From an optimization exercise on the open Yosys and OpenROAD flow, aimed at small area, a short achievable clock period and few clock cycles; shortcuts taken in it are not production practice. Power figures rest on the tool's default switching activity, not on a simulated workload.

==> flow/design.v <==
module frame_rx (
    input  wire        clk,
    input  wire        rst,
    input  wire        in_valid,
    input  wire [7:0]  in_data,
    output wire        in_ready,
    output wire        o_valid,
    input  wire        o_ready,
    output wire [1:0]  o_kind,    
    output wire [15:0] o_pn,
    output wire [7:0]  o_type,
    output wire [5:0]  o_len,
    output wire [31:0] o_sid,
    output wire [15:0] o_tf,
    output wire [15:0] o_fi,
    output wire [7:0]  o_data,
    output wire        o_last
);
    localparam RING = 52;
    function [15:0] crc_byte;
        input [15:0] c_in;
        input [7:0]  b;
        integer k;
        reg [15:0] c;
        begin
            c = c_in ^ {b, 8'h00};
            for (k = 0; k < 8; k = k + 1)
                c = c[15] ? ((c << 1) ^ 16'h1021) : (c << 1);
            crc_byte = c;
        end
    endfunction
    function [15:0] crc_drop;
        input [7:0] b;
        integer k;
        reg [15:0] c;
        begin
            c = crc_byte(16'h0000, b);
            for (k = 0; k < 13; k = k + 1)
                c = crc_byte(c, 8'h00);
            crc_drop = c;
        end
    endfunction
    localparam [15:0] ROLL_CONST = 16'h8166;
    function [5:0] inc;
        input [5:0] x;
        inc = (x == RING - 1) ? 6'd0 : x + 6'd1;
    endfunction
    function [5:0] addm;
        input [5:0] x;
        input [5:0] d;
        reg [6:0] s;
        begin
            s = {1'b0, x} + {1'b0, d};
            addm = (s >= RING) ? s - RING : s[5:0];
        end
    endfunction
    function [5:0] subm;
        input [5:0] a;
        input [5:0] b;
        reg [6:0] s;
        begin
            s = {1'b0, a} - {1'b0, b};
            subm = s[6] ? s + RING : s[5:0];
        end
    endfunction
    reg [7:0]  ring [0:RING-1];
    reg [5:0]  wp;         
    reg [5:0]  h;          
    reg [5:0]  r;          
    reg [7:0]  rb;         
    reg        rbv;
    reg [5:0]  j;          
    reg        drop;       
    reg [7:0]  w [0:12];   
    reg [15:0] wcrc;       
    reg [15:0] ccrc;       
    reg        lo_ok;
    reg        pv_le;      
    reg        fnd;        
    reg [5:0]  fjp;        
    reg        fjfar;      
    reg        rdy;
    reg        ov;
    reg [1:0]  okind;
    reg [7:0]  odata;
    reg        olast;
    reg [5:0]  p;          
    reg [5:0]  pc;         
    integer i;
    reg  [5:0] hj;         
    reg  [5:0] f;          
    wire [5:0] used    = subm(wp, f);
    assign in_ready    = rdy;
    wire       acc_in  = in_valid & rdy;
    wire       avail   = (r != wp);
    wire [7:0] pbyte   = ring[p];
    wire       fire    = ov & o_ready;
    wire       last_ev = (okind == 2'd2) || (okind == 2'd0 && pc == 6'd0) ||
                         (okind == 2'd1 && olast);
    wire       can_job = ~ov | (o_ready & last_ev);
    wire       wfree   = ~(ov && okind != 2'd1) | o_ready;
    wire       ps_bad  = (w[4] != 8'd0) || (w[3] > 8'd49);
    wire [5:0] ps      = w[3][5:0];
    wire [5:0] jlo     = ps + 6'd13;     
    wire [5:0] jhi     = ps + 6'd14;     
    wire [15:0] cur    = (j == 6'd13) ? wcrc : ccrc;
    wire       crc_ok  = lo_ok && (rb == ccrc[15:8]);
    wire       t_le4   = (w[2] <= 8'd4);
    wire       t_le1   = (w[2] <= 8'd1);
    wire       in_fill = (j < 6'd13);
    wire       sliding = (j == 6'd13) && (drop || ps_bad);
    wire       do_fill = in_fill && rbv && wfree;
    wire       do_slide = sliding && rbv;
    wire       in_cont = !in_fill && !sliding;
    wire       at_end  = in_cont && (j == jhi);
    wire       emit_h  = crc_ok && t_le4;
    wire       emit_n  = !crc_ok && t_le1;
    wire       do_cont = in_cont && rbv && !at_end;
    wire       do_end  = at_end && rbv && (!(emit_h || emit_n) || can_job);
    wire       do_emit = do_end && (emit_h || emit_n);
    wire       rewind  = do_end && !(emit_h || emit_n);
    wire       le_prev = (j == 6'd13) ? (w[12] <= 8'd49) : pv_le;
    wire       fnd_eff = (j != 6'd13) && fnd;
    reg        early;
    integer    e;
    always @* begin
        early = 1'b0;
        for (e = 1; e <= 8; e = e + 1)
            if (w[e+4] == 8'd0 && w[e+3] <= 8'd49)
                early = 1'b1;
    end
    wire [5:0] r5      = subm(r, 6'd5);
    wire       jfar    = fnd_eff ? fjfar : (ps > 6'd3);
    wire       jump    = rewind && !early && jfar;
    wire [5:0] jpos    = fnd_eff ? fjp : r5;
    wire       take    = do_fill || do_slide || do_cont || do_end;
    wire [15:0] fill_crc = crc_byte((j == 6'd0) ? 16'hFFFF : wcrc, rb);
    wire [15:0] roll_crc = crc_byte(wcrc, rb) ^ crc_drop(w[0]) ^ ROLL_CONST;
    wire       pay_next = fire && (okind == 2'd1 && !olast || okind == 2'd0 && pc != 6'd0);
    wire       job_next = do_emit ? emit_h :
                          fire ? pay_next : (ov && okind != 2'd2);
    wire [5:0] p_next   = do_emit ? addm(h, 6'd13) : pay_next ? inc(p) : p;
    wire [5:0] hj_next  = (do_fill || do_slide) ? inc(hj) : do_emit ? r :
                          jump ? jpos : hj;
    wire [5:0] f_next   = job_next ? p_next : hj_next;
    always @(posedge clk) begin
        if (acc_in)
            ring[wp] <= in_data;
    end
    always @(posedge clk) begin
        if (do_fill || do_slide) begin
            for (i = 0; i < 12; i = i + 1)
                w[i] <= w[i+1];
            w[12] <= rb;
        end
    end
    always @(posedge clk) begin
        if ((take || !rbv) && avail && !rewind)
            rb <= ring[r];
    end
    always @(posedge clk) begin
        if (rst) begin
            wp    <= 6'd0;
            h     <= 6'd0;
            hj    <= 6'd0;
            f     <= 6'd0;
            r     <= 6'd0;
            rbv   <= 1'b0;
            j     <= 6'd0;
            drop  <= 1'b0;
            wcrc  <= 16'hFFFF;
            ccrc  <= 16'hFFFF;
            lo_ok <= 1'b0;
            rdy   <= 1'b0;
            ov    <= 1'b0;
            okind <= 2'd0;
            odata <= 8'd0;
            olast <= 1'b0;
            p     <= 6'd0;
            pc    <= 6'd0;
        end else begin
            if (acc_in)
                wp <= inc(wp);
            rdy <= (used <= RING - 3) || (used == RING - 2 && !acc_in);
            if (jump) begin
                r   <= jpos;
                rbv <= 1'b0;
            end else if (rewind) begin
                r   <= addm(h, 6'd13);
                rbv <= 1'b0;
            end else if ((take || !rbv) && avail) begin
                r   <= inc(r);
                rbv <= 1'b1;
            end else if (take) begin
                rbv <= 1'b0;
            end
            if (do_fill) begin
                wcrc <= fill_crc;
                j    <= j + 6'd1;
            end
            if (do_slide) begin
                wcrc <= roll_crc;
                h    <= inc(h);
                drop <= 1'b0;
            end
            if (do_cont) begin
                pv_le <= (rb <= 8'd49);
                if (!fnd_eff && le_prev && rb == 8'd0) begin
                    fnd   <= 1'b1;
                    fjp   <= r5;
                    fjfar <= (j > 6'd17);
                end else if (j == 6'd13) begin
                    fnd <= 1'b0;
                end
                ccrc <= (j < jlo) ? crc_byte(cur, rb) : cur;
                if (j == jlo)
                    lo_ok <= (rb == cur[7:0]);
                j <= j + 6'd1;
            end
            if (do_end) begin
                if (do_emit) begin
                    h <= r;
                    j <= 6'd0;
                end else if (jump) begin
                    h    <= jpos;
                    j    <= 6'd0;
                end else begin
                    drop <= 1'b1;
                    j    <= 6'd13;
                end
            end
            hj <= hj_next;
            f  <= f_next;
            if (fire) begin
                if (okind == 2'd1 && !olast || okind == 2'd0 && pc != 6'd0) begin
                    okind <= 2'd1;
                    odata <= pbyte;
                    olast <= (pc == 6'd1);
                    p     <= inc(p);
                    pc    <= pc - 6'd1;
                end else begin
                    ov <= 1'b0;
                end
            end
            if (do_emit) begin
                ov    <= 1'b1;
                okind <= emit_h ? 2'd0 : 2'd2;
                p     <= addm(h, 6'd13);
                pc    <= ps;
            end
        end
    end
    assign o_valid = ov;
    assign o_kind  = okind;
    assign o_pn    = {w[1], w[0]};
    assign o_type  = w[2];
    assign o_len   = w[3][5:0];
    assign o_sid   = {w[8], w[7], w[6], w[5]};
    assign o_tf    = {w[10], w[9]};
    assign o_fi    = {w[12], w[11]};
    assign o_data  = odata;
    assign o_last  = olast;
endmodule
make LEC_CHECK=0 CAP_MARGIN=20 CORE_MARGIN=2 CORE_UTILIZATION=40 PLACE_DENSITY=0.6 SETUP_SLACK_MARGIN=5 SLEW_MARGIN=20 finish   # period 8.0 ns
run.sh (not shown) runs the stock make flow with config.mk's settings and CLKGATE_MAP_FILE= SYNTH_SCRIPT=/design/flow/synth_recipe.tcl, a recipe that flattens the netlist after the stock synthesis.
Rerun with:
--- a/flow/design.v
+++ b/flow/design.v
@@ -48,13 +48,17 @@
     function [5:0] addm;
         input [5:0] x;
         input [5:0] d;
         reg [6:0] s;
         begin
             s = {1'b0, x} + {1'b0, d};
-            addm = (s >= RING) ? s - RING : s[5:0];
+            if (s >= 2 * RING)
+                s = s - 2 * RING;
+            else if (s >= RING)
+                s = s - RING;
+            addm = s[5:0];
         end
     endfunction
     function [5:0] subm;
         input [5:0] a;
         input [5:0] b;
         reg [6:0] s;
@@ -74,15 +78,16 @@
     reg [7:0]  w [0:12];   
     reg [15:0] wcrc;       
     reg [15:0] ccrc;       
     reg        lo_ok;
     reg        pv_le;      
     reg        fnd;        
-    reg [5:0]  fjp;        
-    reg        fjfar;      
+    reg [5:0]  fj;         
     reg        rdy;
+    reg [7:0]  ib;         
+    reg        ibv;
     reg        ov;
     reg [1:0]  okind;
     reg [7:0]  odata;
     reg        olast;
     reg [5:0]  p;          
     reg [5:0]  pc;         
@@ -126,29 +131,29 @@
     always @* begin
         early = 1'b0;
         for (e = 1; e <= 8; e = e + 1)
             if (w[e+4] == 8'd0 && w[e+3] <= 8'd49)
                 early = 1'b1;
     end
-    wire [5:0] r5      = subm(r, 6'd5);
-    wire       jfar    = fnd_eff ? fjfar : (ps > 6'd3);
-    wire       jump    = rewind && !early && jfar;
-    wire [5:0] jpos    = fnd_eff ? fjp : r5;
+    wire [5:0] tgt     = fnd_eff ? fj : ps + 6'd10;
+    wire       jump    = rewind && !early && (tgt > 6'd13);
+    wire [5:0] jpos    = addm(h, tgt);
     wire       take    = do_fill || do_slide || do_cont || do_end;
     wire [15:0] fill_crc = crc_byte((j == 6'd0) ? 16'hFFFF : wcrc, rb);
     wire [15:0] roll_crc = crc_byte(wcrc, rb) ^ crc_drop(w[0]) ^ ROLL_CONST;
     wire       pay_next = fire && (okind == 2'd1 && !olast || okind == 2'd0 && pc != 6'd0);
     wire       job_next = do_emit ? emit_h :
                           fire ? pay_next : (ov && okind != 2'd2);
     wire [5:0] p_next   = do_emit ? addm(h, 6'd13) : pay_next ? inc(p) : p;
     wire [5:0] hj_next  = (do_fill || do_slide) ? inc(hj) : do_emit ? r :
                           jump ? jpos : hj;
     wire [5:0] f_next   = job_next ? p_next : hj_next;
     always @(posedge clk) begin
-        if (acc_in)
-            ring[wp] <= in_data;
+        ib <= in_data;
+        if (ibv)
+            ring[wp] <= ib;
     end
     always @(posedge clk) begin
         if (do_fill || do_slide) begin
             for (i = 0; i < 12; i = i + 1)
                 w[i] <= w[i+1];
             w[12] <= rb;
@@ -163,28 +168,22 @@
             wp    <= 6'd0;
             h     <= 6'd0;
             hj    <= 6'd0;
             f     <= 6'd0;
             r     <= 6'd0;
             rbv   <= 1'b0;
+            ibv   <= 1'b0;
             j     <= 6'd0;
             drop  <= 1'b0;
-            wcrc  <= 16'hFFFF;
-            ccrc  <= 16'hFFFF;
-            lo_ok <= 1'b0;
             rdy   <= 1'b0;
             ov    <= 1'b0;
-            okind <= 2'd0;
-            odata <= 8'd0;
-            olast <= 1'b0;
-            p     <= 6'd0;
-            pc    <= 6'd0;
         end else begin
-            if (acc_in)
+            ibv <= acc_in;
+            if (ibv)
                 wp <= inc(wp);
-            rdy <= (used <= RING - 3) || (used == RING - 2 && !acc_in);
+            rdy <= (used + ibv + acc_in <= RING - 2);
             if (jump) begin
                 r   <= jpos;
                 rbv <= 1'b0;
             end else if (rewind) begin
                 r   <= addm(h, 6'd13);
                 rbv <= 1'b0;
@@ -203,15 +202,14 @@
                 h    <= inc(h);
                 drop <= 1'b0;
             end
             if (do_cont) begin
                 pv_le <= (rb <= 8'd49);
                 if (!fnd_eff && le_prev && rb == 8'd0) begin
-                    fnd   <= 1'b1;
-                    fjp   <= r5;
-                    fjfar <= (j > 6'd17);
+                    fnd <= 1'b1;
+                    fj  <= j - 6'd4;
                 end else if (j == 6'd13) begin
                     fnd <= 1'b0;
                 end
                 ccrc <= (j < jlo) ? crc_byte(cur, rb) : cur;
                 if (j == jlo)
                     lo_ok <= (rb == cur[7:0]);
Die area is higher by 2.4%.
Wire length is higher by about 2%.
Synthesized area is higher by about 2.5%.
Final cell count is higher by about 0.5%.
Core utilization is lower by 0.25 points.
Non-clock buffer count is higher by 32.
Maximum frequency is lower by about 20%.
Global-route usage hardly moves.
Total power is higher by 12%.
Cell area is higher by about 1.8%.
Combinational power is higher by about 27%.
Via count is higher by about 0.36%.
Synthesized cell count is lower by 2.0%.
Function was not checked in any run of this note: the RTL went through the layout flow alone.

## afterwards: timing with drivers on the ports
Ports are ideal in the flow. The routed layouts listed here were re-timed in OpenROAD.
Step 1 (the two cells are an assumption about what drives the block):
set clk [get_ports {clk}]
set_driving_cell -lib_cell sky130_fd_sc_hd__clkbuf_16 $clk
set_driving_cell -lib_cell sky130_fd_sc_hd__buf_2 [delete_from_list [all_inputs] $clk]
Step 2, shift: input delay + t, output delay - t, t = (earliest + latest rising clock arrival at the registers) / 2. This alone moves slack from input paths to output paths.
Slacks: ideal / step 1 / step 2; pairs: ideal / step 1.
run | t, ns | slack for setup (ns) | hold slack, ns | worst setup path at the end
the first run | 0.677 | 4.941 / 4.941 / 4.405 | 0.452 / 0.452 / 0.452 | input to register
the second run | 0.678 | 4.114 / 4.114 / 4.114 | 0.446 / 0.446 / 0.446 | register to register
After both steps every run listed still meets setup and hold. The setup slack of the first run, which loses most, moves by 0.000 ns with the drivers and by -0.536 ns with both steps.
